What follows belongs to an exercise in optimizing a design on an open flow for small area; a production flow would make more cautious choices. Only simulation tests tie the RTL to the original design; equivalence was not proved.

==> run Z <==
## bt_bridge
module bt_bridge (
    input  wire       clk,
    input  wire       rst,
    input  wire       in_valid,
    input  wire [7:0] in_data,
    input  wire       in_last,
    output wire       in_ready,
    output wire       out_valid,
    output wire [7:0] out_data,
    output wire       out_last,
    input  wire       out_ready,
    input  wire       link_open,
    input  wire       link_close,
    input  wire       tick,
    input  wire [7:0] pins,
    output wire       cmd_valid,
    output wire [1:0] cmd_op,
    output wire [7:0] cmd_data,
    input  wire       ev_valid,
    input  wire [1:0] ev_type,
    input  wire [7:0] ev_data,
    output wire       ev_ready,
    input  wire       stop_done,
    output wire       idle
);
export LEC_CHECK = 0
export CAP_MARGIN = 20
export CORE_MARGIN = 2
export CORE_UTILIZATION = 40
export SLEW_MARGIN = 20
create_clock -name core_clock -period 10.0 [get_ports {clk}]
standard.sh (not shown) runs the stock make flow with config.mk's settings and CLKGATE_MAP_FILE= SYNTH_SCRIPT=/design/flow/synth_recipe.tcl, a recipe that flattens the netlist after the stock synthesis.
==> flow/flow/run.sh <==
#!/bin/bash
# Own layout flow: the standard synthesis, then the combinational logic of
# its netlist re-mapped by an area-oriented ABC script (every register instance
# kept as the standard synthesis made it, same name and cell), then the standard flow's
# standard layout steps, with small (buf_1) port buffers and a lean clock tree.
set -euo pipefail
W=$PWD
R=$W/orfs/results/$FLOW_PLATFORM/bt_bridge/base
LIB=$FLOW_HOME/platforms/$FLOW_PLATFORM/lib/sky130_fd_sc_hd__tt_025C_1v80.lib

# 1. standard synthesis
bash standard.sh synth > $W/run_synth_std.log 2>&1
cp $R/1_2_yosys.v $W/std_synth.v

# 2. re-map the combinational logic
SEQ=$(grep -oE 'sky130_fd_sc_hd__[a-z0-9]*(df|dl)[a-z0-9]*_[0-9]+' $W/std_synth.v | sort -u | tr '\n' ' ')
DU=$(grep -oE 'cell *\( *"?sky130_fd_sc_hd__(lpflow|probe)[a-z0-9_]*' $LIB | sed -E 's/cell *\( *"?//' | sort -u | sed 's/^/-dont_use /' | tr '\n' ' ')
cat > $W/resyn.ys <<EOT
read_liberty -ignore_miss_func $LIB
read_verilog $W/std_synth.v
hierarchy -top $FLOW_TOP
setattr -mod -set keep_hierarchy 1 $SEQ
flatten
opt_clean -purge
stat
abc -liberty $LIB $DU -script $W/flow/resyn.abc
opt_clean -purge
select $FLOW_TOP
stat -liberty $LIB
write_verilog -noattr -nohex -nodec -selected $W/resyn.v
EOT
yosys -s $W/resyn.ys > $W/run_resyn.log 2>&1
n0=$(grep -cE '^\s*sky130_fd_sc_hd__[a-z0-9]*(df|dl)' $W/std_synth.v)
n1=$(grep -cE '^\s*sky130_fd_sc_hd__[a-z0-9]*(df|dl)' $W/resyn.v)
echo "registers: standard $n0, re-mapped $n1" >> $W/run_resyn.log
if [[ "$n0" == "$n1" ]]; then
  cp $W/resyn.v $R/1_2_yosys.v
  rm -f $R/1_synth.odb $R/1_synth.sdc
  bash standard.sh synth > $W/run_synth_odb.log 2>&1
fi

# 3. standard layout, with buf_1 port buffers and a clock tree of small
#    buffers without dummy loads
export BUFFER_PORTS_ARGS="-buffer_cell sky130_fd_sc_hd__buf_1"
export CTS_ARGS="$(cat $W/flow/cts_args)"
bash standard.sh > $W/run_layout.log 2>&1
==> flow/flow/cts_args <==
-sink_clustering_enable -repair_clock_nets -buf_list sky130_fd_sc_hd__clkbuf_8 -sink_clustering_size 20 -sink_clustering_max_diameter 50 -dont_use_dummy_load
==> flow/flow/resyn.abc <==
strash
&get -n
&deepsyn -T 30
&dch -f
&nf -R 1000
&put
==> run K: changes against run Z <==
==> flow/flow/cts_args (replaced) <==
-sink_clustering_enable -repair_clock_nets -buf_list sky130_fd_sc_hd__clkbuf_4 -sink_clustering_size 12 -sink_clustering_max_diameter 40 -dont_use_dummy_load
Settings changed: CORE_UTILIZATION 40 to 65, PLACE_DENSITY set to 0.75.
==> notes <==
Between run Z and run K, the lower die area is in run K (gap about 60%, measured against run K). In synthesized cell count, run Z and run K do not differ. Against run Z, the setup slack of run K is worse by 0.022 ns. Of run Z and run K, run Z has the higher final cell count (gap about 13%, measured against run K). Of run Z and run K, run Z has the higher routed wire length (gap about 1.6%, measured against run K). Between run K and run Z, the lower clock skew is in run K (gap 0.034 ns). Of run K and run Z, run Z has the higher maximum frequency (gap 0.44%, measured against run Z). In run K the core utilization is higher than in run Z, by 26 points. Of run K and run Z, run K has the higher count of clock-buffer cells in the layout (gap 5). Register-to-register slack: run K is higher than run Z (0.10 ns).

[re-timing with driven ports]
The results above use ideal ports. As a check the final layouts listed here were re-extracted and re-timed, cells and wires unchanged.
Step 1 assumes that a clkbuf_16 drives the clock port and a buf_2 every other input.
Step 2 adds t to the input delays and takes it off the output delays; t is the mean of the earliest and latest rising clock arrival at the registers after step 1. Input paths then give back, and output paths get back, about the clock's delay inside the block.
Slacks: ideal / step 1 / step 2; pairs: ideal / step 1.
run	t, ns	setup slack, ns	worst register clock-pin slew, ns	cell pins on the clock port's net
run Z	0.539	4.897 / 4.877 / 4.877	0.11 / 0.11	1
run K	0.625	4.874 / 4.855 / 4.855	0.12 / 0.12	1
After both steps every run listed still meets setup and hold. For run Z, which loses most, drivers alone change the setup slack by -0.020 ns; drivers and shift together by -0.020 ns.
